This is an optimization exercise on Yosys and OpenROAD, whose aim is small area, a short achievable clock period and few clock cycles, not a production implementation.
In this exercise RTL edits were held to simulation tests only and were not proved equivalent to the original.
Power is estimated from default activity; no workload was simulated.

===== flow/design.v =====
module frisc_core (
    input  wire        clk,
    input  wire        rst,         
    output wire        mem_req,
    output wire        mem_we,
    output wire [31:0] mem_addr,    
    output wire [3:0]  mem_be,
    output wire [31:0] mem_wdata,
    input  wire        mem_ack,
    input  wire [31:0] mem_rdata,
    input  wire [2:0]  irq,         
    input  wire        nmi,         
    output wire        nmi_ack,
    output wire        halted,
    output wire        faulted
);
    localparam [2:0] S_RUN   = 3'd0,    
                     S_MEM   = 3'd1,    
                     S_IPUSH = 3'd2,    
                     S_IVEC  = 3'd3,    
                     S_FIX   = 3'd4,    
                     S_HALT  = 3'd5,
                     S_FAULT = 3'd6;
    localparam [2:0] K_LOAD = 3'd0, K_STORE = 3'd1, K_PUSH = 3'd2, K_POP = 3'd3,
                     K_CALL = 3'd4, K_RET = 3'd5;
    reg [2:0]  state;
    reg [31:2] pc;
    reg [31:0] regs [0:7];
    reg        fl_c, fl_v, fl_n, fl_z;
    reg        gie;
    reg [2:0]  eint;
    reg        iif;
    reg        poll_en;             
    reg        pend;                
    reg        int_nmi;             
    reg        nmi_ack_q;
    reg [31:0] addr_q;              
    reg [2:0]  kind_q;
    reg [1:0]  size_q;              
    reg [2:0]  rd_q;
    wire [7:0] sr_low = {eint, gie, fl_z, fl_n, fl_v, fl_c};
    wire [31:0] w     = mem_rdata;
    wire [4:0]  op    = w[31:27];
    wire        fn    = w[26];
    wire [2:0]  f_rd  = w[25:23];
    wire [2:0]  f_rs1 = w[22:20];
    wire [2:0]  f_rs2 = w[19:17];
    wire [3:0]  cond  = w[25:22];
    wire        srd   = w[21];
    wire        srs   = w[20];
    wire [31:0] imm   = {{12{w[19]}}, w[19:0]};
    wire is_move  = (op == 5'b00000);
    wire is_alu   = (op >= 5'b00001) && (op <= 5'b01101);
    wire is_cmp   = (op == 5'b01101);
    wire is_logic = (op == 5'b00001) || (op == 5'b00010) || (op == 5'b00011);
    wire is_arith = (op[4:2] == 3'b001) || is_cmp;
    wire is_sub   = (op == 5'b00110) || (op == 5'b00111) || is_cmp;
    wire is_shift = (op[4:3] == 2'b01) && !is_cmp && (op[2:1] != 2'b11);
    wire is_pop   = (op == 5'b10000);
    wire is_push  = (op == 5'b10001);
    wire is_ls    = (op[4:3] == 2'b10) && (op[2:1] != 2'b00);
    wire is_jp    = (op == 5'b11000);
    wire is_call  = (op == 5'b11001);
    wire is_jr    = (op == 5'b11010);
    wire is_ret   = (op == 5'b11011);
    wire is_halt  = (op == 5'b11111);
    wire is_ctl   = is_jp || is_call || is_jr || is_ret || is_halt;
    wire op_undef = (op == 5'b01110) || (op == 5'b01111) || (op == 5'b11100) ||
                    (op == 5'b11101) || (op == 5'b11110);
    wire illegal  = op_undef || (is_ctl && cond == 4'b1111);
    reg cond_ok;
    always @(*) begin
        case (cond)
            4'd0:    cond_ok = 1'b1;
            4'd1:    cond_ok = fl_n;
            4'd2:    cond_ok = !fl_n;
            4'd3:    cond_ok = fl_c;
            4'd4:    cond_ok = !fl_c;
            4'd5:    cond_ok = fl_v;
            4'd6:    cond_ok = !fl_v;
            4'd7:    cond_ok = fl_z;
            4'd8:    cond_ok = !fl_z;
            4'd9:    cond_ok = fl_c || fl_z;
            4'd10:   cond_ok = !fl_c && !fl_z;
            4'd11:   cond_ok = fl_n ^ fl_v;
            4'd12:   cond_ok = (fl_n ^ fl_v) || fl_z;
            4'd13:   cond_ok = (fl_n == fl_v);
            4'd14:   cond_ok = (fl_n == fl_v) && !fl_z;
            default: cond_ok = 1'b0;
        endcase
    end
    wire        run     = (state == S_RUN);
    wire [31:0] rf_a    = regs[f_rs1];
    wire [31:0] rf_b    = regs[f_rs2];
    wire [31:0] rf_d    = regs[rd_q];           
    wire [31:2] pc4     = pc + 30'd1;
    wire        a_zero  = (is_ls && !fn) || is_call;
    wire [31:0] op_a    = is_jr ? {pc4, 2'b00} : (a_zero ? 32'd0 : rf_a);
    wire [31:0] op_b    = ((fn && !(is_move && srd)) || is_jr || is_ls) ? imm : rf_b;
    wire        cin     = (op == 5'b00101) ? fl_c :
                          (op == 5'b00111) ? !fl_c :
                          (is_sub);
    wire [31:0] b_add   = is_sub ? ~op_b : op_b;
    wire [32:0] sum     = {1'b0, op_a} + {1'b0, b_add} + {32'd0, cin};
    wire        add_c   = is_sub ? !sum[32] : sum[32];
    wire        add_v   = (op_a[31] == b_add[31]) && (sum[31] != op_a[31]);
    wire [4:0]  amt     = op_b[4:0];
    wire        sh_left = (op == 5'b01000) || (op == 5'b01010);    
    wire        sh_rot  = (op == 5'b01000) || (op == 5'b01001);
    wire [4:0]  ramt    = sh_left ? (5'd0 - amt) : amt;
    wire [31:0] rot1    = ramt[0] ? {op_a[0],    op_a[31:1]}  : op_a;
    wire [31:0] rot2    = ramt[1] ? {rot1[1:0],  rot1[31:2]}  : rot1;
    wire [31:0] rot3    = ramt[2] ? {rot2[3:0],  rot2[31:4]}  : rot2;
    wire [31:0] rot4    = ramt[3] ? {rot3[7:0],  rot3[31:8]}  : rot3;
    wire [31:0] rot     = ramt[4] ? {rot4[15:0], rot4[31:16]} : rot4;
    wire [31:0] mask    = sh_left ? (32'hFFFF_FFFF << amt) : (32'hFFFF_FFFF >> amt);
    wire        fill    = (op == 5'b01100) && op_a[31];            
    wire [31:0] sh_r    = sh_rot ? rot : ((rot & mask) | ({32{fill}} & ~mask));
    wire        sh_c    = (amt != 5'd0) && (sh_left ? rot[0] : rot[31]);
    reg  [31:0] res;
    always @(*) begin
        case (1'b1)
            is_move:  res = srs ? {24'd0, sr_low} : op_b;
            is_shift: res = sh_r;
            is_arith: res = sum[31:0];
            default:  case (op[1:0])
                          2'b01:   res = op_a | op_b;
                          2'b10:   res = op_a & op_b;
                          default: res = op_a ^ op_b;
                      endcase
        endcase
    end
    wire        res_z   = (res == 32'd0);
    reg [31:0] load_val;
    always @(*) begin
        case (size_q)
            2'd0:    load_val = {24'd0, mem_rdata[8*addr_q[1:0] +: 8]};
            2'd1:    load_val = {16'd0, mem_rdata[16*addr_q[1] +: 16]};
            default: load_val = mem_rdata;
        endcase
    end
    reg [3:0]  be_d;
    reg [31:0] sdata;
    always @(*) begin
        case (size_q)
            2'd0: begin
                be_d  = 4'b0001 << addr_q[1:0];
                sdata = {4{rf_d[7:0]}};
            end
            2'd1: begin
                be_d  = addr_q[1] ? 4'b1100 : 4'b0011;
                sdata = {2{rf_d[15:0]}};
            end
            default: begin
                be_d  = 4'b1111;
                sdata = rf_d;
            end
        endcase
    end
    wire mem_phase = (state == S_MEM);
    wire use_sp    = (kind_q == K_PUSH) || (kind_q == K_POP) ||
                     (kind_q == K_CALL) || (kind_q == K_RET);
    wire push_pc   = (state == S_IPUSH) || (kind_q == K_CALL);
    wire data_we   = (kind_q == K_STORE) || (kind_q == K_PUSH) || (kind_q == K_CALL);
    assign mem_req   = run || mem_phase || (state == S_IPUSH) || (state == S_IVEC);
    assign mem_we    = (mem_phase && data_we) || (state == S_IPUSH);
    assign mem_addr  = run                                   ? {pc, 2'b00} :
                       (state == S_IVEC)                     ? 32'h0000_0008 :
                       ((state == S_IPUSH) || use_sp)        ? {regs[7][31:2], 2'b00} :
                                                               {addr_q[31:2], 2'b00};
    assign mem_be    = (mem_phase && kind_q == K_STORE) ? be_d : 4'b1111;
    assign mem_wdata = push_pc ? {pc, 2'b00} : sdata;
    assign nmi_ack   = nmi_ack_q;
    assign halted    = (state == S_HALT);
    assign faulted   = (state == S_FAULT);
    wire want_nmi = iif && nmi;
    wire want_irq = iif && gie && ((irq & eint) != 3'd0);
    wire take     = run && poll_en && (want_nmi || want_irq);
    wire exec     = run && mem_ack && !take && !pend;
    wire        sp_dec = take || (exec && (is_push || (is_call && cond_ok)));
    wire [31:2] sp_pm  = regs[7][31:2] + (sp_dec ? 30'h3FFF_FFFF : 30'd1);
    reg        we_main;
    reg [2:0]  wsel;
    reg [31:0] wd;
    reg        sp_we;
    always @(*) begin
        we_main = 1'b0;
        wsel    = f_rd;
        wd      = res;
        sp_we   = 1'b0;
        if (take) begin
            sp_we = 1'b1;
        end else if (exec && !illegal) begin
            if ((is_move && !srd) || (is_alu && !is_cmp))
                we_main = 1'b1;
            if (is_push || (is_call && cond_ok))
                sp_we = 1'b1;
        end else if (mem_phase && mem_ack) begin
            wsel = rd_q;
            wd   = load_val;
            if (kind_q == K_LOAD || kind_q == K_POP)
                we_main = 1'b1;
            if (kind_q == K_RET || (kind_q == K_POP && rd_q != 3'd7))
                sp_we = 1'b1;
        end else if (state == S_FIX) begin
            sp_we = 1'b1;
        end
    end
    wire [31:0] wd_r = rst ? 32'd0 : wd;
    integer i;
    always @(posedge clk) begin
        for (i = 0; i < 7; i = i + 1)
            if (rst || (we_main && wsel == i))
                regs[i] <= wd_r;
        if (rst)
            regs[7] <= 32'd0;
        else if (sp_we)
            regs[7] <= {sp_pm, regs[7][1:0]};
        else if (we_main && wsel == 3'd7)
            regs[7] <= wd;
    end
    always @(posedge clk) begin
        if (rst) begin
            state     <= S_RUN;
            pc        <= 30'd0;
            fl_c      <= 1'b0;
            fl_v      <= 1'b0;
            fl_n      <= 1'b0;
            fl_z      <= 1'b0;
            gie       <= 1'b0;
            eint      <= 3'd0;
            iif       <= 1'b1;
            poll_en   <= 1'b0;
            pend      <= 1'b0;
            int_nmi   <= 1'b0;
            nmi_ack_q <= 1'b0;
            addr_q    <= 32'd0;
            kind_q    <= K_LOAD;
            size_q    <= 2'd2;
            rd_q      <= 3'd0;
        end else begin
            nmi_ack_q <= 1'b0;
            case (state)
                S_RUN: begin
                    poll_en <= 1'b0;                
                    if (take) begin
                        poll_en   <= 1'b0;
                        int_nmi   <= want_nmi;
                        nmi_ack_q <= want_nmi;
                        if (want_nmi) iif <= 1'b0;
                        else          gie <= 1'b0;
                        if (mem_ack) state <= S_IPUSH;
                        else         pend  <= 1'b1;
                    end else if (mem_ack && pend) begin
                        pend  <= 1'b0;
                        state <= S_IPUSH;
                    end else if (mem_ack) begin
                        poll_en <= 1'b1;
                        pc      <= pc4;
                        rd_q    <= f_rd;
                        addr_q  <= sum[31:0];
                        if (illegal) begin
                            state <= S_FAULT;
                        end else if (is_move) begin
                            if (srd) begin
                                if (!srs) {eint, gie, fl_z, fl_n, fl_v, fl_c} <= op_b[7:0];
                            end else begin
                                fl_n <= res[31];
                                fl_z <= res_z;
                            end
                        end else if (is_alu) begin
                            fl_n <= res[31];
                            fl_z <= res_z;
                            fl_c <= is_arith ? add_c : is_shift ? sh_c : 1'b0;
                            fl_v <= is_arith ? add_v : 1'b0;
                        end else if (is_ls || is_push || is_pop) begin
                            state  <= S_MEM;
                            kind_q <= is_push ? K_PUSH : is_pop ? K_POP :
                                      op[0] ? K_STORE : K_LOAD;
                            size_q <= (is_push || is_pop) ? 2'd2 : op[2:1] - 2'd1;
                        end else if (is_jp || is_jr) begin
                            if (cond_ok)
                                pc <= is_jr ? sum[31:2] : op_b[31:2];
                        end else if (is_call) begin
                            if (cond_ok) begin
                                state  <= S_MEM;
                                kind_q <= K_CALL;
                            end
                        end else if (is_ret) begin
                            if (cond_ok) begin
                                state  <= S_MEM;
                                kind_q <= K_RET;
                                size_q <= w[1:0];
                            end
                        end else if (is_halt) begin
                            if (cond_ok) state <= S_HALT;
                        end
                    end
                end
                S_MEM: begin
                    if (mem_ack) begin
                        state <= (kind_q == K_POP && rd_q == 3'd7) ? S_FIX : S_RUN;
                        if (kind_q == K_CALL)
                            pc <= addr_q[31:2];
                        if (kind_q == K_RET) begin
                            pc <= mem_rdata[31:2];
                            if (size_q == 2'b01) gie <= 1'b1;
                            if (size_q == 2'b11) iif <= 1'b1;
                        end
                    end
                end
                S_FIX: state <= S_RUN;
                S_IPUSH: begin
                    if (mem_ack) begin
                        if (int_nmi) begin
                            pc    <= 30'h3;           
                            state <= S_RUN;
                        end else begin
                            state <= S_IVEC;
                        end
                    end
                end
                S_IVEC: begin
                    if (mem_ack) begin
                        pc    <= mem_rdata[31:2];
                        state <= S_RUN;
                    end
                end
                S_HALT:  ;
                S_FAULT: ;
                default: state <= S_FAULT;
            endcase
        end
    end
endmodule

===== flow/run.sh =====
#!/bin/bash
# synth_recipe.tcl (not shown) runs the flow's synth.tcl, then flattens the netlist and writes it again
# the make line also repeats each setting of config.mk as NAME=value (left out here)
make -C /OpenROAD-flow-scripts/flow DESIGN_CONFIG=/design/flow/config.mk WORK_HOME=/design/flow/orfs CLKGATE_MAP_FILE= SYNTH_SCRIPT=/design/flow/synth_recipe.tcl finish

===== flow/config.mk =====
export PLATFORM = sky130hd
export DESIGN_NAME = frisc_core
export DESIGN_NICKNAME = frisc_core
export VERILOG_FILES = /design/flow/design.v
export SDC_FILE = /design/flow/constraint.sdc
export NUM_CORES = 4
export LEC_CHECK = 0
export ABC_AREA = 1
export CAP_MARGIN = 20
export CORE_MARGIN = 2
export CORE_UTILIZATION = 30
export SETUP_SLACK_MARGIN = 2.0
export SLEW_MARGIN = 20

===== flow/constraint.sdc =====
create_clock -name core_clock -period 8.0 [get_ports {clk}]
set_input_delay 1.6000 -clock core_clock [delete_from_list [all_inputs] [get_ports {clk}]]
set_output_delay 1.6000 -clock core_clock [all_outputs]
set_load 0.01 [all_outputs]

==> results of run 1 <==
## through the flow
| step | instances | power, mW | worst slack, ps | cell area [sq um] |
|---|---|---|---|---|
| after floorplan | 4880 | 5.85 | 2010 | 31600 |
| after CTS | 6484 | 11.3 | 1980 | 37800 |
| after global routing | 6524 | 12.1 | 1890 | 38600 |
| after global placement | 6378 | 9.14 | 192 | 35500 |
| after detailed placement | 6379 | 9.11 | 196 | 35500 |
| final | 6526 | 11.8 | 1990 | 38600 |
## final timing paths
kind / from / end / depth (start not counted)
worst max register to register: pc[3] / regs[0][28] / 24
worst min register to register: addr_q[3] / addr_q[3] / 2
worst min-delay path: addr_q[3] / addr_q[3] / 2
worst max-delay path: rd_q[2] / mem_wdata[25] / 11
## power groups by stage
stage          Clock, mW  Combinational [mW]  Sequential, mW
4_1_cts             2.07                6.44            2.81
2_1_floorplan          0                3.23            2.62
3_5_place_dp           0                6.28            2.83
3_3_place_gp           0                6.30            2.84
6_report            2.07                6.90            2.85
5_1_grt             2.13                7.16            2.86
## area by class of cell
type	count	area share (%)
Tap cell	1391	4.51
Clock buffer	48	2.84
Inverter	517	5.16
Clock inverter	28	0.866
Multi-Input combinational cell	3755	53.3
Sequential cell	342	23.6
Timing Repair Buffer	441	9.73
Antenna cell	4	0.0260
## timing repair
action                     CTS  global route
resized for setup          169           148
pin swaps                   23            32
setup buffers               27            37
cloned                       2             0
setup endpoints to repair  319           269
## cell usage in the layout, fill, tap and decap left out, types with 43 or more instances in the layout
cell,n
sky130_fd_sc_hd__a31oi_1,61
sky130_fd_sc_hd__a21oi_1,291
sky130_fd_sc_hd__a221oi_1,45
sky130_fd_sc_hd__inv_1,469
sky130_fd_sc_hd__ha_1,126
sky130_fd_sc_hd__xor2_1,62
sky130_fd_sc_hd__dfxtp_1,118
sky130_fd_sc_hd__o21ai_0,438
sky130_fd_sc_hd__buf_4,303
sky130_fd_sc_hd__clkdlybuf4s50_1,93
sky130_fd_sc_hd__o22ai_1,106
sky130_fd_sc_hd__nand2_1,1228
sky130_fd_sc_hd__edfxtp_1,224
sky130_fd_sc_hd__nor2_1,446
sky130_fd_sc_hd__nand3_1,340
sky130_fd_sc_hd__clkbuf_16,43
sky130_fd_sc_hd__nand4_1,53
## metal layers
metal	wire [um]	vias up
li1	-	17200
met1	74600	18400
met2	80600	2975
met3	25000	664
met4	16600	16
met5	253	-
## flip-flops by register name, indices dropped and copies added, names as in the netlist
signal	flops
pc	30
eint	3
addr_q	32
regs	256
rd_q	3
fl_z	1
state	3
size_q	2
int_nmi	1
iif	1
pend	1
kind_q	3
poll_en	1
fl_v	1
fl_c	1
gie	1
nmi_ack_q	1
fl_n	1
## kinds of logic (layout without fill, tap and decap cells)
family / Yosys count / count (layout) / synth area share (%)
AOI/OAI and AO/OA: 1287 / 1288 / 24.2
xor gates and xnor gates: 83 / 83 / 2.30
adders and majority gates: 139 / 139 / 5.57
buffers and inverters: 784 / 1034 / 9.70
DFF: 342 / 342 / 28.7
other: 1 / 6 / 0.0119
and+or+nand+nor: 2243 / 2243 / 29.4
## critical path, stage by stage, from the launching register on
cell and delay (ps):
sky130_fd_sc_hd__dfxtp_1 500, sky130_fd_sc_hd__inv_2 200, sky130_fd_sc_hd__nor3_2 220, sky130_fd_sc_hd__buf_6 320, sky130_fd_sc_hd__clkinvlp_4 310, sky130_fd_sc_hd__o22ai_1 180, sky130_fd_sc_hd__a221oi_1 70, sky130_fd_sc_hd__nand3_1 190
sky130_fd_sc_hd__o21ai_1 360, sky130_fd_sc_hd__or2_2 410, sky130_fd_sc_hd__a32oi_1 400, sky130_fd_sc_hd__clkdlybuf4s50_1 620
==> notes.md, run 1 <==
Number of levels in the clock H-tree: 2
Hold Violations, Final: 0
Min cycle time layout: 6010 ps
Count of unique library cells instantiated by Yosys: 66
Height of the die: 329 um
Post-layout net count: 5277
Number of I/O pins: 112
Crit path capture type: output port
F_max: 166 MHz
Post-CTS Hold Buffers: 0
Register share of total power: 24.1%
Post-Route Utilization: 36.7%
Portion of synthesized cell area occupied by the leading cell type: 21.3%
Clock transition at the registers of the reported paths: 60 ps
WP data arrival: 4410 ps
RSZ-0062 raised after global routing: yes
Wire length of the first global-routing pass: 272 mm
Gate Count Post-Synth: 4879
Most instantiated library cell after synthesis: sky130_fd_sc_hd__nand2_1
Clock root buffer: sky130_fd_sc_hd__clkbuf_16
Global-route track usage on met3: 10.2%
All-Layer GR Usage: 35.2%
Fraction of power consumed by the clock network: 17.5%
Pin count of the biggest net entering global routing: 70
Max-slew headroom at the worst pin: 26.0%
HPWL after DPL: 150 mm
Pin slew with the least headroom to its limit: 1100 ps
Fill cell instance count of the final layout: 11300
Placer congestion estimate: 1.08
Drt first pass iters: 8
Drc violations: 0
Worst Hold Slack: 485 ps
Final global-route overflow total: 0
Maximum buffer depth of the clock tree: 3
Commonest cells post-synth: sky130_fd_sc_hd__nand2_1 (1259), sky130_fd_sc_hd__inv_1 (485), sky130_fd_sc_hd__o21ai_0 (473)
CTS tree: done
Worst Skew: 30.1 ps
Startpoint class of the critical path: flop
Antenna violations before repair: 14
Input/output buffers: 109
Comb power frac: 58.4%
Portion of the clock cycle consumed by the worst path in the final layout: 75.1%
Starting density of the core: 30.1%
Outcome: complete, no violations
Total core area: 0.105 sq mm
Number of max-cap violations: 0
Vias in the first global route: 35700
GR Util met2: 51.5%
Synthesized area per cell: 6.48 sq um
EDFF count, synth: 224
Multi-input combinational cell area: 0.0206 sq mm
Most common flop cell mapped by yosys: sky130_fd_sc_hd__edfxtp_1
Area delta synth->final: 22.0%
FFs w/ async S/R, synth: 0%
DR WL/cell: 30.2 um
Via-per-instance ratio: 6.02
Synthesis-stage register bit count: 342
Final Max Tran Viols: 0
GRT Max-Usage Layer: met2
Slack of the worst reg-to-reg path: 2190 ps
Yosys Warn Count: 2
Post-DRT Antenna Nets: 0
Proportion of layout cells with a drive suffix above 1: 13.5%
Vias after detailed routing: 39300
Final-report setup violation count: 0
Floorplan die area: 0.108 sq mm
Peak supply drop: 0.000181 V
Wirelength, routed: 197 mm
Dominant cell type by area after synthesis: sky130_fd_sc_hd__edfxtp_1
Leak Pwr: 16.6 nW
Type of the worst setup path: reg -> out
CTS buffer count: 42
Total Negative Setup Slacks: 0 ps
Global-route track usage on met1: 44.7%
Total clock sinks: 342
Combined flip-flop and latch cell area: 0.00909 sq mm
Power density over cell area: 306 mW/mm^2
Seq/Total Area, Yosys: 28.7%
Worst-path fanout max: 18
Worst skew pair latency: 610 ps
Required time of the worst setup path: 6400 ps
Class of the tightest hold or removal check: reg -> reg
Internal power: 5.70 mW
Cell area after synthesis: 0.0316 sq mm
DRT iter0 DRCs: 6430
Width of the die: 329 um
Total number of placement rows: 119
Net load switching power: 6.12 mW
Switching Share: 51.8%
Largest cells by area after synthesis: sky130_fd_sc_hd__edfxtp_1 (21%), sky130_fd_sc_hd__nand2_1 (15%), sky130_fd_sc_hd__o21ai_0 (7.5%)
Testbench counts, summed over its fixed seeds: cycles 35,966.
==> run 2, diff against run 1 <==
--- a/flow/config.mk
+++ b/flow/config.mk
@@ -9,5 +9,5 @@
 export CAP_MARGIN = 20
 export CORE_MARGIN = 2
 export CORE_UTILIZATION = 30
-export SETUP_SLACK_MARGIN = 2.0
+export SETUP_SLACK_MARGIN = 2.5
 export SLEW_MARGIN = 20
==> run 2 against run 1 <==
Critical path depth grew 18. Wire length down 1.1%. Die area unchanged. Count of clock-buffer cells in the layout is 1 lower. Sequential share of layout area decreased by 1.2 points. Largest power group unchanged.
==> notes.md, run 2 <==
Outcome: complete, no violations
Post-DRT Antenna Nets: 0
Most common cell after layout, fill and taps aside: sky130_fd_sc_hd__nand2_1
F_max: 181 MHz
Width of the die: 329 um
Crit path capture type: flop
Final Max Tran Viols: 0
Total core area: 0.105 sq mm
Commonest cells post-synth: sky130_fd_sc_hd__nand2_1 (1259), sky130_fd_sc_hd__inv_1 (485), sky130_fd_sc_hd__o21ai_0 (473)
Critical path's largest stage delay: 310 ps
Hold Crit Depth: 2
Antenna violations before repair: 11
Final cell count without fillers: 6576
Hold Startpoint: poll_en
Min cycle time layout: 5520 ps
Vias in the first global route: 35700
Top Registers: regs: 256 flops, addr_q: 32 flops, pc: 30 flops
Largest cells by area after synthesis: sky130_fd_sc_hd__edfxtp_1 (21%), sky130_fd_sc_hd__nand2_1 (15%), sky130_fd_sc_hd__o21ai_0 (7.5%)
Vias after detailed routing: 40100
Post-Route Utilization: 38.8%
Starting density of the core: 30.1%
Fraction of power consumed by the clock network: 16.2%
End point of the most critical hold path: poll_en
Final-report setup violation count: 0
WP data arrival: 6070 ps
Comb power frac: 60.4%
Most common flop cell mapped by yosys: sky130_fd_sc_hd__edfxtp_1
Final cell area excluding filler cells: 0.0407 sq mm
Power density over cell area: 302 mW/mm^2
Most instantiated library cell after synthesis: sky130_fd_sc_hd__nand2_1
Slack of the worst reg-to-reg path: 2710 ps
Type of the worst setup path: in -> reg
Net load switching power: 6.43 mW
All-Layer GR Usage: 34.4%
Fill cell instance count of the final layout: 11100
Switching Share: 52.3%
Placed instance area: 0.0353 sq mm
CTS buffer count: 40
Maximum buffer depth of the clock tree: 3
Wire length of the first global-routing pass: 267 mm
Gate Count Post-Synth: 4879
FFs w/ async S/R, synth: 0%
Synthesized area per cell: 6.48 sq um
Peak supply drop: 0.000211 V
Leak Pwr: 17.2 nW
Final global-route overflow total: 0
EDFF count, synth: 224
Via-per-instance ratio: 6.10
DRT iter0 DRCs: 6430
DR WL/cell: 29.6 um
Worst skew pair latency: 610 ps
Seq/Total Area, Yosys: 28.7%
Height of the die: 329 um
Drt first pass iters: 8
Placed cell count: 6325
Count of unique library cells instantiated by Yosys: 66
Portion of the clock cycle consumed by the worst path in the final layout: 69.0%
Critical register-to-register path startpoint: pc[3]
Startpoint class of the critical path: input port
Clock root buffer: sky130_fd_sc_hd__clkbuf_16
Drc violations: 0
Hold Violations, Final: 0
R2r worst-path depth: 26
CTS tree: done
Placer congestion estimate: 1.05
RSZ-0062 raised after global routing: yes
Portion of synthesized cell area occupied by the leading cell type: 21.3%
Pin slew with the least headroom to its limit: 1190 ps
HPWL after DPL: 144 mm
Required time of the worst setup path: 8550 ps
Most flop-heavy register: regs
Worst Skew: 20.5 ps
Overall power: 12.3 mW
Max-slew headroom at the worst pin: 19.6%
Number of I/O pins: 112
Synthesis-stage register bit count: 342
Clock transition at the registers of the reported paths: 70 ps
Area delta synth->final: 28.8%
Input/output buffers: 109
Internal power: 5.86 mW
Yosys Warn Count: 2
Pin count of the biggest net entering global routing: 52
Number of levels in the clock H-tree: 2
Number of max-cap violations: 0
Critical register-to-register path endpoint: fl_z
Wirelength, routed: 195 mm
Dominant cell type by area after synthesis: sky130_fd_sc_hd__edfxtp_1
Total clock sinks: 342
Worst-path fanout max: 11
Register share of total power: 23.4%
Total number of placement rows: 119
Top library cells by usage in the layout, fill and taps aside: sky130_fd_sc_hd__nand2_1 (1165), sky130_fd_sc_hd__inv_1 (450), sky130_fd_sc_hd__nor2_1 (426)
Proportion of layout cells with a drive suffix above 1: 18.6%
Post-layout net count: 5325
Floorplan die area: 0.108 sq mm
Cell area after synthesis: 0.0316 sq mm
Slowest stage cell, crit path: sky130_fd_sc_hd__or2_2
Total Negative Setup Slacks: 0 ps
Number of flip-flops under the largest register name: 256
Class of the tightest hold or removal check: reg -> reg
==> run 2: cell type report <==
class                           count  area, sq um  area share (%)
Antenna cell                        6         15.0          0.0369
Clock buffer                       47         1050            2.57
Clock inverter                     27          320           0.787
Inverter                          517         2040            5.02
Multi-Input combinational cell   3756        22000            54.0
Sequential cell                   342         9100            22.3
Tap cell                         1391         1740            4.27
Timing Repair Buffer              489         4440            10.9
Timing Repair inverter              1         7.51          0.0184
==> run 2: worst max path at each step <==
stage | startpoint | to | slack, ps | depth (start not counted)
floorplan | mem_rdata[27] | regs[4][0] | 2030 | 16
global placement | mem_rdata[19] | fl_z | 210 | 29
detailed placement | mem_rdata[19] | fl_z | 220 | 28
CTS | state[0] | mem_addr[17] | 2370 | 11
global route | mem_rdata[17] | fl_z | 2370 | 30
finish | mem_rdata[19] | fl_z | 2480 | 29
==> run 2: cell families (layout without fill, tap and decap cells) <==
logic type	after synthesis	count (layout)	synth area share [%]
simple gates	2243	2245	29.4
other cells	1	8	0.0119
buf+inv	784	1081	9.70
compound gates	1287	1287	24.2
flops	342	342	28.7
xor+xnor	83	83	2.30
fa+ha+maj	139	139	5.57
==> run 2: power by group through the flow <==
stage	combinational (mW)	sequential (mW)	clock [mW]
CTS	6.56	2.83	1.99
detailed placement	6.15	2.86	0
floorplan	3.25	2.62	0
finish	7.42	2.88	1.99
global route	7.64	2.88	2.04
global placement	6.15	2.86	0
==> run 2: per-layer routing <==
metal	global-route usage, %	wire length (um)
met1	42.8	71400
met2	50.2	80200
met3	11.2	26400
met4	23.4	16800
met5	0	95
==> run 2: through the flow <==
stage	setup WS (ps)	hold slack, ps
6_report	2480	472
5_1_grt	2370	518
4_1_cts	2370	474
3_5_place_dp	217	465
3_3_place_gp	207	462
2_1_floorplan	2030	441
==> run 2: what timing repair did <==
action / in CTS / in global routing
resized for setup: 342 / 392
pin swaps: 55 / 136
buffers inserted: 69 / 95
endpoints found under the setup margin: 393 / 320
cloned: 2 / 4
hold buffers: 0 / 0
==> run 2: worst max-delay path, delay by kind of cell <==
family,cells,cell delay (ps)
buffers and inverters,6,930
AND/OR/NAND/NOR,13,1760
AO/OA/AOI/OAI,8,1300
adder cells (fa/ha/maj),1,300
XOR/XNOR,1,190
==> run 3, diff against run 2 <==
--- a/flow/config.mk
+++ b/flow/config.mk
@@ -9,5 +9,5 @@
 export CAP_MARGIN = 20
 export CORE_MARGIN = 2
 export CORE_UTILIZATION = 30
-export SETUP_SLACK_MARGIN = 2.5
+export SETUP_SLACK_MARGIN = 3.0
 export SLEW_MARGIN = 20
==> run 3 against run 2 <==
Count of clock-buffer cells in the layout rose by 1. Hold slack got worse by 1.3 ps. Via count rose by 3.2%. Largest cell class unchanged. Largest power group unchanged.
==> notes.md, run 3 <==
Max-slew headroom at the worst pin: 17.4%
Total clock sinks: 342
Vias in the first global route: 37400
Leak Pwr: 18.9 nW
Antenna violations before repair: 16
Worst Hold Slack: 471 ps
Min cycle time layout: 5520 ps
Register share of total power: 21.5%
Drc violations: 0
Top library cells by usage in the layout, fill and taps aside: sky130_fd_sc_hd__nand2_1 (1090), sky130_fd_sc_hd__inv_1 (427), sky130_fd_sc_hd__nor2_1 (412)
Post-DRT Antenna Nets: 0
Fraction of power consumed by the clock network: 14.9%
Worst Skew: 18.7 ps
Wire length of the first global-routing pass: 277 mm
Required time of the worst setup path: 8490 ps
Most flop-heavy register: regs
Number of levels in the clock H-tree: 2
Height of the die: 329 um
Top cell by count, worst path: sky130_fd_sc_hd__nand2_4
Area share of xor/xnor cells in the synthesized design: 2.30%
Worst skew pair latency: 600 ps
Synthesized area per cell: 6.48 sq um
Type of the worst setup path: in -> reg
HPWL after DPL: 142 mm
Number of I/O pins: 112
Dominant cell type by area after synthesis: sky130_fd_sc_hd__edfxtp_1
RSZ-0062 raised after global routing: yes
All-Layer GR Usage: 35.7%
Yosys Warn Count: 2
Top Registers: regs: 256 flops, addr_q: 32 flops, pc: 30 flops
Multi-input combinational cell area: 0.0238 sq mm
Hold Violations, Final: 0
Crit path capture type: flop
Starting density of the core: 30.1%
DRT iter0 DRCs: 6826
Portion of synthesized cell area occupied by the leading cell type: 21.3%
Startpoint class of the critical path: input port
Portion of the clock cycle consumed by the worst path in the final layout: 69.0%
Overall power: 13.4 mW
Count of unique library cells instantiated by Yosys: 66
Most common cell after layout, fill and taps aside: sky130_fd_sc_hd__nand2_1
WP data arrival: 6010 ps
Total core area: 0.105 sq mm
Top Family by Delay on Critical Path: compound AO/OA/AOI/OAI gates
Gate Count Post-Synth: 4879
Number of max-cap violations: 0
Area fraction in compound gates after synthesis: 24.2%
Fill cell instance count of the final layout: 10600
Largest cells by area after synthesis: sky130_fd_sc_hd__edfxtp_1 (21%), sky130_fd_sc_hd__nand2_1 (15%), sky130_fd_sc_hd__o21ai_0 (7.5%)
F_max: 181 MHz
Synthesis-stage register bit count: 342
Wirelength, routed: 203 mm
Multiplexer area fraction after synthesis: 0%
DR WL/cell: 29.9 um
CTS buffer count: 40
Slowest stage cell, crit path: sky130_fd_sc_hd__ha_1
Comb power frac: 63.6%
Outcome: complete, no violations
Peak supply drop: 0.000216 V
Total Negative Setup Slacks: 0 ps
Net load switching power: 6.90 mW
Simple-gate share of the synthesized area: 29.4%
Seq/Total Area, Yosys: 28.7%
Post-Route Utilization: 42.7%
EDFF count, synth: 224
Maximum buffer depth of the clock tree: 3
Final Max Tran Viols: 0
Largest family of logic cells by synthesized area: simple AND/OR/NAND/NOR gates
Final global-route overflow total: 0
Critical path's largest stage delay: 350 ps
Internal power: 6.51 mW
Cell area after synthesis: 0.0316 sq mm
Area delta synth->final: 41.9%
Vias after detailed routing: 41400
Class of the tightest hold or removal check: reg -> reg
Pin count of the biggest net entering global routing: 54
Placed instance area: 0.0353 sq mm
Final-report setup violation count: 0
Post-layout net count: 5520
Clock transition at the registers of the reported paths: 60 ps
Post-synthesis share of cell area spent on full adders, half adders and majority gates: 5.57%
Commonest cells post-synth: sky130_fd_sc_hd__nand2_1 (1259), sky130_fd_sc_hd__inv_1 (485), sky130_fd_sc_hd__o21ai_0 (473)
Power density over cell area: 299 mW/mm^2
CTS tree: done
Proportion of layout cells with a drive suffix above 1: 26.2%
FFs w/ async S/R, synth: 0%
Drt first pass iters: 7
Switching Share: 51.4%
Most instantiated library cell after synthesis: sky130_fd_sc_hd__nand2_1
Worst-path fanout max: 8
Most common flop cell mapped by yosys: sky130_fd_sc_hd__edfxtp_1
Total number of placement rows: 119
Combined flip-flop and latch cell area: 0.00910 sq mm
Input/output buffers: 109
Floorplan die area: 0.108 sq mm
Placer congestion estimate: 1.08
Clock root buffer: sky130_fd_sc_hd__clkbuf_16
Pin slew with the least headroom to its limit: 1230 ps
Final cell area excluding filler cells: 0.0449 sq mm
Number of flip-flops under the largest register name: 256
Width of the die: 329 um
Via-per-instance ratio: 6.11
Worst path buffer plus inverter count: 9
## run 3: cell counts after synthesis
No cell type changed its count.
## run 3: logic make-up after synthesis
group                      count (synthesis)
other                                      1
adders and majority gates                139
and+or+nand+nor                         2243
AOI/OAI and AO/OA                       1287
xor gates and xnor gates                  83
buffers and inverters                    784
DFF                                      342
## run 3: final cells by class
class	count	share of cell area, %
tap	1391	3.88
antenna	10	0.0558
clock inverter	26	0.697
multi-input combinational	3760	53.0
clock buffer	48	2.39
timing repair buffer	681	15.0
inverter	517	4.71
sequential	342	20.3
## run 3: what timing repair did
item | in CTS | in global routing
resized for setup | 875 | 352
buffers inserted | 276 | 102
endpoints found under the setup margin | 597 | 498
pin swaps | 272 | 215
hold buffers | 0 | 0
hold endpoints to repair | 0 | 0
cloned | 12 | 4
## run 3: final timing paths
kind	from	depth (start not counted)	slack, ps	end
setup reg to reg	pc[3]	24	2550	regs[6][30]
setup / recovery	mem_rdata[28]	33	2480	regs[7][27]
hold reg to reg	poll_en	2	470	poll_en
hold / removal	poll_en	2	470	poll_en
## run 3: metal layers
metal,vias to the layer above,global-route usage [%],wire (um)
met5,-,0,74
met4,12,27.0,20500
met3,980,11.8,27400
met2,3418,52.4,82400
met1,19300,43.1,72500
li1,17700,-,-
## run 3: through the flow
stage          std cells  worst slack (ps)
5_1_grt             6767              2340
3_5_place_dp        6297               192
4_1_cts             6659              2650
3_3_place_gp        6297               258
2_1_floorplan       4880              2450
6_report            6775              2480
## run 3: power groups by stage
stage          logic, mW  registers [mW]  clock network [mW]
2_1_floorplan       3.30            2.61                   0
3_3_place_gp        6.15            2.84                   0
3_5_place_dp        6.13            2.84                   0
4_1_cts             7.42            2.82                2.00
5_1_grt             8.74            2.88                2.06
6_report            8.53            2.88                2.00
## run 3: tightest hold or removal path: stages (launching register included)
cell and delay [ps]:
sky130_fd_sc_hd__dfxtp_1 310, sky130_fd_sc_hd__nand2_1 60, sky130_fd_sc_hd__a21oi_1 50
==> run 4, diff against run 3 <==
--- a/flow/design.v
+++ b/flow/design.v
@@ -38,6 +38,7 @@
     reg [2:0]  kind_q;
     reg [1:0]  size_q;              
     reg [2:0]  rd_q;
+    reg [7:0]  rd_oh;               
     wire [7:0] sr_low = {eint, gie, fl_z, fl_n, fl_v, fl_c};
     wire [31:0] w     = mem_rdata;
     wire [4:0]  op    = w[31:27];
@@ -90,9 +91,18 @@
         endcase
     end
     wire        run     = (state == S_RUN);
+    function [31:0] rsel(input [7:0] oh, input [255:0] r);
+        integer k;
+        begin
+            rsel = 32'd0;
+            for (k = 0; k < 8; k = k + 1)
+                rsel = rsel | (r[32*k +: 32] & {32{oh[k]}});
+        end
+    endfunction
+    wire [255:0] rf_all = {regs[7], regs[6], regs[5], regs[4], regs[3], regs[2], regs[1], regs[0]};
     wire [31:0] rf_a    = regs[f_rs1];
     wire [31:0] rf_b    = regs[f_rs2];
-    wire [31:0] rf_d    = regs[rd_q];           
+    wire [31:0] rf_d    = rsel(rd_oh, rf_all);      
     wire [31:2] pc4     = pc + 30'd1;
     wire        a_zero  = (is_ls && !fn) || is_call;
     wire [31:0] op_a    = is_jr ? {pc4, 2'b00} : (a_zero ? 32'd0 : rf_a);
@@ -238,6 +248,7 @@
             kind_q    <= K_LOAD;
             size_q    <= 2'd2;
             rd_q      <= 3'd0;
+            rd_oh     <= 8'd1;
         end else begin
             nmi_ack_q <= 1'b0;
             case (state)
@@ -258,6 +269,7 @@
                         poll_en <= 1'b1;
                         pc      <= pc4;
                         rd_q    <= f_rd;
+                        rd_oh   <= 8'd1 << f_rd;
                         addr_q  <= sum[31:0];
                         if (illegal) begin
                             state <= S_FAULT;
--- a/flow/config.mk
+++ b/flow/config.mk
@@ -5,9 +5,9 @@
 export SDC_FILE = /design/flow/constraint.sdc
 export NUM_CORES = 4
 export LEC_CHECK = 0
-export ABC_AREA = 1
 export CAP_MARGIN = 20
 export CORE_MARGIN = 2
 export CORE_UTILIZATION = 30
-export SETUP_SLACK_MARGIN = 3.0
+export SETUP_SLACK_MARGIN = 2.0
 export SLEW_MARGIN = 20
+export TNS_END_PERCENT = 10
==> run 4 against run 3 <==
Sequential power rose by 5%. Still clean on timing, DRC and antenna. Synthesized area rose by 0.45%. Register-to-register slack got worse by 900 ps. Critical path depth fell by 8. Wire length fell by 7.3%. Critical path type unchanged.
==> notes.md, run 4 <==
Outcome: complete, no violations
Wirelength, routed: 188 mm
Clock root buffer: sky130_fd_sc_hd__clkbuf_16
Final-report setup violation count: 0
Most instantiated library cell after synthesis: sky130_fd_sc_hd__nand2_1
Class of the tightest hold or removal check: reg -> reg
Critical register-to-register path startpoint: pc[5]
Required time of the worst setup path: 8430 ps
Yosys Warn Count: 2
Worst-path fanout max: 4
Pin slew with the least headroom to its limit: 1160 ps
Height of the die: 329 um
Via-per-instance ratio: 6.60
Final Max Tran Viols: 0
Starting density of the core: 30.2%
Worst Skew: 21.4 ps
Hold Startpoint: rd_q[2]
Number of I/O pins: 112
Wire length of the first global-routing pass: 260 mm
Synthesized area per cell: 8.09 sq um
Power density over cell area: 299 mW/mm^2
Comb power frac: 58.6%
Switching Share: 49.0%
Drt first pass iters: 7
Synthesis-stage register bit count: 350
Input/output buffers: 109
Largest cells by area after synthesis: sky130_fd_sc_hd__edfxtp_1 (21%), sky130_fd_sc_hd__dfxtp_1 (7.9%), sky130_fd_sc_hd__mux2i_1 (6.6%)
Cell area after synthesis: 0.0318 sq mm
Number of max-cap violations: 0
Internal power: 6.24 mW
HPWL after DPL: 137 mm
RSZ-0062 raised after global routing: yes
Leak Pwr: 15.7 nW
Antenna violations before repair: 9
WP data arrival: 6940 ps
Post-route setup slack: 1500 ps
Worst skew pair latency: 600 ps
Slack of the worst reg-to-reg path: 1650 ps
Fraction of power consumed by the clock network: 16.6%
F_max: 154 MHz
Type of the worst setup path: in -> reg
Final global-route overflow total: 0
Total core area: 0.105 sq mm
Placer congestion estimate: 1.04
Maximum buffer depth of the clock tree: 3
Proportion of layout cells with a drive suffix above 1: 22.5%
Top library cells by usage in the layout, fill and taps aside: sky130_fd_sc_hd__buf_4 (414), sky130_fd_sc_hd__nand2_1 (342), sky130_fd_sc_hd__nor2_1 (322)
Post-CTS Hold Buffers: 0
Crit path capture type: flop
R2r worst-path depth: 23
Most common cell after layout, fill and taps aside: sky130_fd_sc_hd__buf_4
Clock transition at the registers of the reported paths: 60 ps
FFs w/ async S/R, synth: 0%
Hold Crit Depth: 2
Post-DRT Antenna Nets: 0
Total number of placement rows: 119
Most flop-heavy register: regs
CTS buffer count: 41
Most common flop cell mapped by yosys: sky130_fd_sc_hd__edfxtp_1
Floorplan die area: 0.108 sq mm
Critical register-to-register path endpoint: regs[7][29]
All-Layer GR Usage: 33.1%
CTS tree: done
Area delta synth->final: 29.0%
Pin count of the biggest net entering global routing: 65
Place WS: -275 ps
Commonest cells post-synth: sky130_fd_sc_hd__nand2_1 (356), sky130_fd_sc_hd__a21oi_1 (354), sky130_fd_sc_hd__nor2_1 (350)
Vias in the first global route: 33700
Seq/Total Area, Yosys: 29.1%
Vias after detailed routing: 37300
Total clock sinks: 350
Number of levels in the clock H-tree: 2
Post-layout net count: 4405
Post-Route Utilization: 39.0%
Portion of synthesized cell area occupied by the leading cell type: 21.2%
DRT iter0 DRCs: 6471
Drc violations: 0
Number of flip-flops under the largest register name: 256
Min cycle time layout: 6500 ps
End point of the most critical hold path: rd_q[2]
Gate Count Post-Synth: 3925
EDFF count, synth: 224
Dominant cell type by area after synthesis: sky130_fd_sc_hd__edfxtp_1
Portion of the clock cycle consumed by the worst path in the final layout: 81.3%
Count of unique library cells instantiated by Yosys: 94
Max-slew headroom at the worst pin: 22.4%
DR WL/cell: 33.3 um
Net load switching power: 6.00 mW
Startpoint class of the critical path: input port
Peak supply drop: 0.000191 V
Hold Violations, Final: 0
Top Registers: regs: 256 flops, addr_q: 32 flops, pc: 30 flops
Register share of total power: 24.8%
Width of the die: 329 um
==> run 4: cell types whose count changed after synthesis, sizes merged, moves of 37 or more <==
cell | before | now
a22oi | 31 | 159
nor3 | 34 | 89
nor2 | 485 | 350
o21ai | 484 | 312
a211oi | 26 | 95
nor2b | 0 | 38
inv | 506 | 133
clkbuf | 193 | 250
nand3 | 349 | 64
mux2 | 0 | 37
o22ai | 115 | 61
xnor2 | 18 | 70
nand2 | 1273 | 356
mux2i | 0 | 211
==> run 4: through the flow <==
step	cell area (sq um)	TNS [ps]	std cells	hold WS, ps	total power [mW]
finish	41000	0	5653	469	12.2
global route	41000	0	5651	486	12.5
CTS	39800	0	5601	467	11.6
detailed placement	36500	-3470	5440	458	9.21
global placement	36500	-3740	5440	454	9.23
floorplan	32200	0	3926	436	6.17
==> run 4: worst max-delay path: stages <==
cell and delay [ps]:
sky130_fd_sc_hd__buf_8 110, sky130_fd_sc_hd__inv_8 60, sky130_fd_sc_hd__ha_4 120, sky130_fd_sc_hd__or4b_4 480
sky130_fd_sc_hd__o21ai_4 210, sky130_fd_sc_hd__nand2_4 100, sky130_fd_sc_hd__a32oi_4 230, sky130_fd_sc_hd__inv_2 100
sky130_fd_sc_hd__xnor2_4 150, sky130_fd_sc_hd__fa_2 430, sky130_fd_sc_hd__fa_2 390, sky130_fd_sc_hd__nor2b_4 130
sky130_fd_sc_hd__o31a_1 240, sky130_fd_sc_hd__o211ai_1 180, sky130_fd_sc_hd__a21o_1 310, sky130_fd_sc_hd__a211oi_4 360
sky130_fd_sc_hd__o2111ai_2 210, sky130_fd_sc_hd__a21oi_2 290, sky130_fd_sc_hd__mux2i_1 220, sky130_fd_sc_hd__nor2_1 70
sky130_fd_sc_hd__a32oi_2 220, sky130_fd_sc_hd__a21o_1 230, sky130_fd_sc_hd__o21ai_4 130, sky130_fd_sc_hd__a22oi_2 270
sky130_fd_sc_hd__a21oi_1 100
==> run 4: per-layer routing <==
layer  share of wire (%)  vias up  track usage (%)  wire [um]
met1                  38    18000             43.6      71000
li1                    -    15500                -          -
met2                  41     3119             48.2      76600
met5               0.032        -                0         60
met4                 7.5       10             19.3      14100
met3                  14      663             9.50      26200
==> run 4: final cells by class <==
class | instances | area [sq um]
Multi-Input combinational cell | 3110 | 22700
Clock inverter | 24 | 268
Inverter | 135 | 546
Sequential cell | 350 | 9250
Antenna cell | 2 | 5.00
Clock buffer | 52 | 1160
Fill cell | 10700 | 64100
Tap cell | 1391 | 1740
Timing Repair Buffer | 589 | 5280
==> run 4: cell families (layout without fill, tap and decap cells) <==
family / after synthesis / after routing / share of synthesized area, %
AOI/OAI and AO/OA: 1452 / 1453 / 30.2
xor gates and xnor gates: 114 / 114 / 3.14
DFF: 350 / 350 / 29.1
other: 1 / 4 / 0.0118
and+or+nand+nor: 1127 / 1127 / 16.4
muxes: 275 / 275 / 9.88
adders and majority gates: 139 / 139 / 5.55
buffers and inverters: 467 / 800 / 5.75
==> run 4: worst max-delay path by stage <==
stage / startpoint / endpoint / slack, ps / cells past startpoint
6_report: mem_rdata[28] / regs[7][30] / 1500 / 25
3_3_place_gp: mem_rdata[28] / regs[0][27] / -300 / 27
3_5_place_dp: mem_rdata[28] / regs[6][27] / -270 / 27
5_1_grt: mem_rdata[28] / regs[7][28] / 1420 / 26
2_1_floorplan: mem_rdata[27] / fl_z / 1290 / 27
4_1_cts: irq[0] / regs[7][24] / 1630 / 24
==> run 4: power groups by stage <==
stage	clock, mW	combinational [mW]	sequential (mW)
after detailed placement	0	6.21	3.00
after global routing	2.10	7.41	3.03
final	2.03	7.18	3.03
after CTS	2.03	6.57	2.97
after floorplan	0	3.48	2.69
after global placement	0	6.23	3.00
==> run 4: repair_timing <==
action / CTS / global route
gates cloned: 4 / 1
gates resized for setup: 270 / 175
endpoints found under the hold margin: 0 / 0
pin swaps: 94 / 95
setup endpoints to repair: 297 / 502
setup buffers: 81 / 49
Testbench counts of run 4, summed over its fixed seeds: cycles 35,966.
==> run 5, diff against run 4 <==
--- a/flow/config.mk
+++ b/flow/config.mk
@@ -8,6 +8,5 @@
 export CAP_MARGIN = 20
 export CORE_MARGIN = 2
 export CORE_UTILIZATION = 30
-export SETUP_SLACK_MARGIN = 2.0
+export SETUP_SLACK_MARGIN = 1.5
 export SLEW_MARGIN = 20
-export TNS_END_PERCENT = 10
==> run 5 against run 4 <==
Hold slack better by 5.1 ps. Still clean on timing, DRC and antenna. Total power down 0.58%. Critical path depth unchanged. Largest power group unchanged. Final cell count up 1.5%. Synthesized area unchanged. Combinational power down 1%. Sequential share of layout area up 0.18 points. Non-clock buffer count up 88. Largest cell class unchanged. Worst setup slack worse by 34 ps.
==> notes.md, run 5 <==
Total clock sinks: 350
EDFF count, synth: 224
Total number of placement rows: 119
Vias after detailed routing: 37200
Clock root buffer: sky130_fd_sc_hd__clkbuf_16
Via-per-instance ratio: 6.48
Min cycle time layout: 6540 ps
Overall power: 12.2 mW
Gate Count Post-Synth: 3925
Most flop-heavy register: regs
Worst Skew: 25.9 ps
Post-layout net count: 4491
All-Layer GR Usage: 32.7%
Width of the die: 329 um
Drc violations: 0
Number of flip-flops under the largest register name: 256
Post-synthesis share of cell area spent on full adders, half adders and majority gates: 5.55%
Crit path capture type: flop
FFs w/ async S/R, synth: 0%
Startpoint class of the critical path: input port
Synthesized area per cell: 8.09 sq um
RSZ-0062 raised after global routing: yes
Pin count of the biggest net entering global routing: 65
Area delta synth->final: 28.0%
Total Negative Setup Slacks: 0 ps
Worst-path fanout max: 21
Starting density of the core: 30.2%
F_max: 153 MHz
Proportion of layout cells with a drive suffix above 1: 21.7%
Portion of the clock cycle consumed by the worst path in the final layout: 81.7%
Input/output buffers: 109
Dominant cell type by area after synthesis: sky130_fd_sc_hd__edfxtp_1
Synthesis-stage register bit count: 350
Largest family of logic cells by synthesized area: compound AO/OA/AOI/OAI gates
Class of the tightest hold or removal check: reg -> reg
Largest cells by area after synthesis: sky130_fd_sc_hd__edfxtp_1 (21%), sky130_fd_sc_hd__dfxtp_1 (7.9%), sky130_fd_sc_hd__mux2i_1 (6.6%)
Commonest cells post-synth: sky130_fd_sc_hd__nand2_1 (356), sky130_fd_sc_hd__a21oi_1 (354), sky130_fd_sc_hd__nor2_1 (350)
Max-slew headroom at the worst pin: 19.8%
Top library cells by usage in the layout, fill and taps aside: sky130_fd_sc_hd__buf_4 (515), sky130_fd_sc_hd__nand2_1 (348), sky130_fd_sc_hd__a21oi_1 (333)
Worst skew pair latency: 590 ps
Count of unique library cells instantiated by Yosys: 94
Most common cell after layout, fill and taps aside: sky130_fd_sc_hd__buf_4
DR WL/cell: 32.3 um
Portion of synthesized cell area occupied by the leading cell type: 21.2%
CTS tree: done
Area share of xor/xnor cells in the synthesized design: 3.14%
Leak Pwr: 15.8 nW
Simple-gate share of the synthesized area: 16.4%
HPWL after DPL: 138 mm
Maximum buffer depth of the clock tree: 3
Placer congestion estimate: 1.05
CTS buffer count: 40
Outcome: complete, no violations
Clock transition at the registers of the reported paths: 60 ps
Most common flop cell mapped by yosys: sky130_fd_sc_hd__edfxtp_1
Final-report setup violation count: 0
Antenna violations before repair: 10
Height of the die: 329 um
Peak supply drop: 0.000215 V
Number of levels in the clock H-tree: 2
Power density over cell area: 299 mW/mm^2
Vias in the first global route: 33400
Multiplexer area fraction after synthesis: 9.88%
DRT iter0 DRCs: 6775
Post-DRT Antenna Nets: 0
Wirelength, routed: 186 mm
Drt first pass iters: 6
Total core area: 0.105 sq mm
WP data arrival: 7040 ps
Area fraction in compound gates after synthesis: 30.2%
Post-CTS Hold Buffers: 0
Type of the worst setup path: in -> reg
Cell area after synthesis: 0.0318 sq mm
Most instantiated library cell after synthesis: sky130_fd_sc_hd__nand2_1
Number of I/O pins: 112
Final Max Tran Viols: 0
Hold Violations, Final: 0
Final global-route overflow total: 0
Wire length of the first global-routing pass: 257 mm
Floorplan die area: 0.108 sq mm
Pin slew with the least headroom to its limit: 1200 ps
Seq/Total Area, Yosys: 29.1%
Required time of the worst setup path: 8500 ps
Top Registers: regs: 256 flops, addr_q: 32 flops, pc: 30 flops
Yosys Warn Count: 2
Number of max-cap violations: 0
## run 5: cell counts after synthesis
Identical to the previous run, type by type.
## run 5: critical path, cell delays in order
cell,delay (ps)
sky130_fd_sc_hd__buf_12,160
sky130_fd_sc_hd__clkinvlp_4,190
sky130_fd_sc_hd__buf_4,180
sky130_fd_sc_hd__mux4_2,520
sky130_fd_sc_hd__nor4_4,370
sky130_fd_sc_hd__or2_1,180
sky130_fd_sc_hd__inv_2,60
sky130_fd_sc_hd__xnor2_1,120
sky130_fd_sc_hd__ha_1,310
sky130_fd_sc_hd__nor2b_2,160
sky130_fd_sc_hd__o31a_1,350
sky130_fd_sc_hd__buf_4,160
sky130_fd_sc_hd__o21ai_0,180
sky130_fd_sc_hd__nand2_1,130
sky130_fd_sc_hd__xor2_1,360
sky130_fd_sc_hd__nand2_1,150
sky130_fd_sc_hd__a31o_2,300
sky130_fd_sc_hd__a21oi_1,310
sky130_fd_sc_hd__o31a_1,270
sky130_fd_sc_hd__buf_4,170
sky130_fd_sc_hd__nor2_1,70
sky130_fd_sc_hd__a211oi_2,330
sky130_fd_sc_hd__buf_4,230
sky130_fd_sc_hd__nand2_1,60
sky130_fd_sc_hd__o21ai_0,80
## run 5: worst paths after layout
path / start / to / slack, ps / depth (start not counted)
setup / recovery: mem_rdata[19] / regs[7][10] / 1460 / 25
hold / removal: rd_q[2] / rd_q[2] / 470 / 2
setup reg to reg: pc[3] / regs[2][29] / 1650 / 18
hold reg to reg: rd_q[2] / rd_q[2] / 470 / 2
## run 5: kinds of logic (layout without fill, tap and decap cells)
| group | count (synthesis) | after routing |
|---|---|---|
| AOI/OAI and AO/OA | 1452 | 1452 |
| and+or+nand+nor | 1127 | 1127 |
| buffers and inverters | 467 | 884 |
| DFF | 350 | 350 |
| muxes | 275 | 275 |
| adders and majority gates | 139 | 139 |
| xor gates and xnor gates | 114 | 114 |
| other | 1 | 5 |
## run 5: what timing repair did
item / in CTS / in global routing
gates cloned: 0 / 3
gates resized for setup: 117 / 156
pin swaps: 28 / 64
setup buffers: 10 / 53
setup endpoints to repair: 280 / 247
## run 5: layout make-up
class | instances | area, sq um
well taps | 1391 | 1740
clock buffers | 53 | 1110
flip-flops and latches | 350 | 9250
fillers | 10800 | 64500
multi-input cells | 3109 | 21900
clock inverters | 19 | 267
inverters | 135 | 549
diodes | 3 | 7.51
repair buffers | 677 | 5830
## run 5: where the power goes
| group | internal [mW] | switching, mW |
|---|---|---|
| clock network | 1.17 | 0.854 |
| logic | 2.70 | 4.37 |
| registers | 2.41 | 0.652 |
| total | 6.29 | 5.88 |
## run 5: per-layer routing
metal  up-vias  GRT usage, %  part of all wire (%)
met2      2954          48.1                    41
li1      15700             -                     -
met3       604          8.20                    13
met1     17900          43.6                    39
met4         6          17.9                   7.0
met5         -             0                 0.017
## run 5: per-stage QoR
| stage | hold WS, ps | worst slack, ps | cell area, sq um | utilization, % | std cells |
|---|---|---|---|---|---|
| after floorplan | 436 | 1280 | 32100 | - | 3926 |
| after global placement | 463 | -581 | 37700 | 35.8 | 5594 |
| after detailed placement | 467 | -561 | 37700 | 35.9 | 5595 |
| after CTS | 475 | 1470 | 39500 | 37.6 | 5677 |
| after global routing | 486 | 1330 | 40600 | 38.7 | 5734 |
| final | 474 | 1460 | 40600 | 38.7 | 5737 |
==> run 6, diff against run 5 <==
--- a/flow/config.mk
+++ b/flow/config.mk
@@ -7,6 +7,6 @@
 export LEC_CHECK = 0
 export CAP_MARGIN = 20
 export CORE_MARGIN = 2
-export CORE_UTILIZATION = 30
+export CORE_UTILIZATION = 45
 export SETUP_SLACK_MARGIN = 1.5
 export SLEW_MARGIN = 20
==> run 6 against run 5 <==
Hold slack gained 2.2 ps. Sequential power hardly changed. Core utilization rose by 17 points. Die area decreased by 33%. Clock skew increased by 19 ps. Via count decreased by 0.58%. Global-route usage is 16 points higher. Critical path type unchanged. Critical endpoint is now fl_z. Highest routed layer unchanged.
==> notes.md, run 6 <==
Drc violations: 0
Total core area: 0.0699 sq mm
Area delta synth->final: 22.9%
Maximum buffer depth of the clock tree: 3
Height of the die: 270 um
Crit path capture type: flop
Width of the die: 270 um
Worst Skew: 44.9 ps
Critical path's largest stage delay: 580 ps
Pin slew with the least headroom to its limit: 1230 ps
Startpoint class of the critical path: input port
Wirelength, routed: 185 mm
F_max: 150 MHz
Peak supply drop: 0.000255 V
Type of the worst setup path: in -> reg
Top library cells by usage in the layout, fill and taps aside: sky130_fd_sc_hd__buf_4 (367), sky130_fd_sc_hd__nand2_1 (348), sky130_fd_sc_hd__nor2_1 (333)
Via-per-instance ratio: 7.21
Leak Pwr: 15.1 nW
Worst skew pair latency: 630 ps
Top Registers: regs: 256 flops, addr_q: 32 flops, pc: 30 flops
Most common cell after layout, fill and taps aside: sky130_fd_sc_hd__buf_4
Dominant cell type by area after synthesis: sky130_fd_sc_hd__edfxtp_1
Hold Violations, Final: 0
Total clock sinks: 350
Commonest cells post-synth: sky130_fd_sc_hd__nand2_1 (356), sky130_fd_sc_hd__a21oi_1 (354), sky130_fd_sc_hd__nor2_1 (350)
Total number of placement rows: 97
Placer congestion estimate: 1.06
Yosys Warn Count: 2
Vias in the first global route: 33300
RSZ-0062 raised after global routing: yes
Number of I/O pins: 112
Slack of the worst reg-to-reg path: 1600 ps
WP data arrival: 7220 ps
Largest cells by area after synthesis: sky130_fd_sc_hd__edfxtp_1 (21%), sky130_fd_sc_hd__dfxtp_1 (7.9%), sky130_fd_sc_hd__mux2i_1 (6.6%)
Number of max-cap violations: 0
Worst Hold Slack: 477 ps
Most flop-heavy register: regs
Input/output buffers: 109
HPWL after DPL: 135 mm
Critical path, cell by cell: buf_4, nand2b_1, o21ai_0, a21oi_2, o21ai_0, o21ai_2, xor2_1, ha_1, a211o_1, o211ai_1, nand3_1, a21oi_2, o21bai_1, a21oi_1, xnor2_1, a221oi_1, o41ai_4, or4b_4, nor4_2, nand3_1, o32ai_2
Final-report setup violation count: 0
Outcome: complete, no violations
Slowest stage cell, crit path: sky130_fd_sc_hd__or4b_4
Gate Count Post-Synth: 3925
Most common flop cell mapped by yosys: sky130_fd_sc_hd__edfxtp_1
Seq/Total Area, Yosys: 29.1%
Drt first pass iters: 8
Post-CTS Hold Buffers: 0
Floorplan die area: 0.0727 sq mm
Worst-path fanout max: 18
Min cycle time layout: 6670 ps
All-Layer GR Usage: 48.6%
Most instantiated library cell after synthesis: sky130_fd_sc_hd__nand2_1
Number of levels in the clock H-tree: 2
DR WL/cell: 36.0 um
Required time of the worst setup path: 8550 ps
Cell area after synthesis: 0.0318 sq mm
Worst path buffer plus inverter count: 1
Power density over cell area: 312 mW/mm^2
Proportion of layout cells with a drive suffix above 1: 19.3%
CTS buffer count: 43
Class of the tightest hold or removal check: reg -> reg
Synthesis-stage register bit count: 350
Clock root buffer: sky130_fd_sc_hd__clkbuf_16
Antenna violations before repair: 7
Wire length of the first global-routing pass: 256 mm
Vias after detailed routing: 37000
Synthesized area per cell: 8.09 sq um
CTS tree: done
EDFF count, synth: 224
Max-slew headroom at the worst pin: 18.0%
DRT iter0 DRCs: 6089
Final Max Tran Viols: 0
Number of flip-flops under the largest register name: 256
FFs w/ async S/R, synth: 0%
Post-DRT Antenna Nets: 0
Post-layout net count: 4330
Clock transition at the registers of the reported paths: 70 ps
Top Family by Delay on Critical Path: compound AO/OA/AOI/OAI gates
Pin count of the biggest net entering global routing: 65
Final global-route overflow total: 0
Count of unique library cells instantiated by Yosys: 94
Starting density of the core: 45.4%
Portion of synthesized cell area occupied by the leading cell type: 21.2%
Portion of the clock cycle consumed by the worst path in the final layout: 83.3%
Total Negative Setup Slacks: 0 ps
==> run 6: cell count changes in the layout (fill, tap and decap cells not counted), moves of 7 or more <==
| cell | change |
|---|---|
| sky130_fd_sc_hd__buf_4 | -148 |
| sky130_fd_sc_hd__a21oi_1 | -14 |
| sky130_fd_sc_hd__a21oi_2 | +12 |
| sky130_fd_sc_hd__a221oi_2 | -8 |
| sky130_fd_sc_hd__a221oi_1 | +7 |
| sky130_fd_sc_hd__buf_12 | -7 |
==> run 6: worst paths after layout <==
| path | startpoint | cells after the start | end |
|---|---|---|---|
| worst min-delay path | pc[27] | 2 | pc[27] |
| worst max register to register | pc[2] | 23 | regs[6][31] |
| worst min register to register | pc[27] | 2 | pc[27] |
| worst max-delay path | mem_rdata[18] | 21 | fl_z |
==> run 6: metal layers <==
layer	vias to the layer above	wire length, um	global-route usage (%)	part of all wire (%)
met1	17700	67200	61.9	36
met2	3141	75000	69.9	41
li1	15400	-	-	-
met3	714	26100	15.1	14
met4	8	16200	33.8	8.8
met5	-	119	0.855	0.064
==> run 6: where the power goes <==
group	switching (mW)	internal, mW	leakage, nW
Sequential	0.639	2.42	3.32
Clock	0.901	1.29	0.733
Combinational	4.45	2.47	11.1
==> run 6: tightest hold or removal path: cells and delay by family, from the launching register on <==
kind	cells	cell delay [ps]
simple gates	1	50
flops	1	320
compound gates	1	50
==> run 6: per-stage QoR <==
step / std cells / util [%] / setup WS, ps / power [mW] / instance area (sq um)
6_report: 5128 / 55.8 / 1330 / 12.2 / 39000
5_1_grt: 5127 / 55.8 / 1100 / 12.4 / 39000
4_1_cts: 5094 / 54.5 / 1500 / 11.5 / 38100
3_5_place_dp: 4984 / 51.3 / -84.1 / 9.24 / 35800
3_3_place_gp: 4984 / 51.3 / -105 / 9.26 / 35800
2_1_floorplan: 3926 / - / 1280 / 6.17 / 32100
==> run 6: final cells by class <==
class,count,area (sq um)
Antenna cell,2,5.00
Multi-Input combinational cell,3109,22000
Sequential cell,350,9250
Clock buffer,57,1200
Timing Repair Buffer,513,4460
Clock inverter,22,350
Inverter,135,541
Tap cell,940,1180
Fill cell,6597,30900
==> run 6: cells by family (layout without fill, tap and decap cells) <==
kind of cell / after synthesis / after routing / synth area share [%]
AO/OA/AOI/OAI: 1452 / 1452 / 30.2
XOR/XNOR: 114 / 114 / 3.14
other: 1 / 4 / 0.0118
flip-flops: 350 / 350 / 29.1
adder cells (fa/ha/maj): 139 / 139 / 5.55
multiplexers: 275 / 275 / 9.88
buffers and inverters: 467 / 727 / 5.75
AND/OR/NAND/NOR: 1127 / 1127 / 16.4
==> run 6: what timing repair did <==
item	CTS	global route
resized for setup	120	166
pin swaps	34	64
cloned	2	0
endpoints found under the setup margin	290	235
hold endpoints to repair	0	0
setup buffers	29	32

afterwards: timing with drivers on the ports:
Ports are ideal in the flow. The routed layouts listed here were re-timed in OpenROAD. Step 1: set_driving_cell puts a clkbuf_16 on clk and a buf_2 on each other input, an assumption about the parent block. Step 2, shift: input delay + t, output delay - t, t = (earliest + latest rising clock arrival at the registers) / 2. This alone moves slack from input paths to output paths. Slacks: ideal / step 1 / step 2; pairs: ideal / step 1.
run	t (ns)	slack for setup (ns)	hold slack, ns	latest minus earliest clock arrival (ns)	worst register clock-pin slew, ns
run 1	0.654	1.990 / 1.928 / 1.352	0.485 / 0.485 / 0.485	0.030 / 0.030	0.07 / 0.07
run 2	0.671	2.477 / 2.410 / 1.806	0.472 / 0.472 / 0.472	0.020 / 0.020	0.07 / 0.07
run 3	0.658	2.478 / 2.483 / 1.825	0.471 / 0.471 / 0.471	0.019 / 0.018	0.07 / 0.07
run 4	0.651	1.497 / 1.401 / 0.749	0.469 / 0.469 / 0.469	0.022 / 0.023	0.08 / 0.08
run 5	0.643	1.463 / 1.406 / 0.763	0.474 / 0.474 / 0.474	0.026 / 0.026	0.07 / 0.07
run 6	0.679	1.333 / 1.315 / 0.695	0.477 / 0.477 / 0.477	0.045 / 0.045	0.07 / 0.07
After both steps setup and hold are still met in every run listed. For run 4, which loses most, drivers alone change the setup slack by -0.096 ns; drivers and shift together by -0.748 ns.
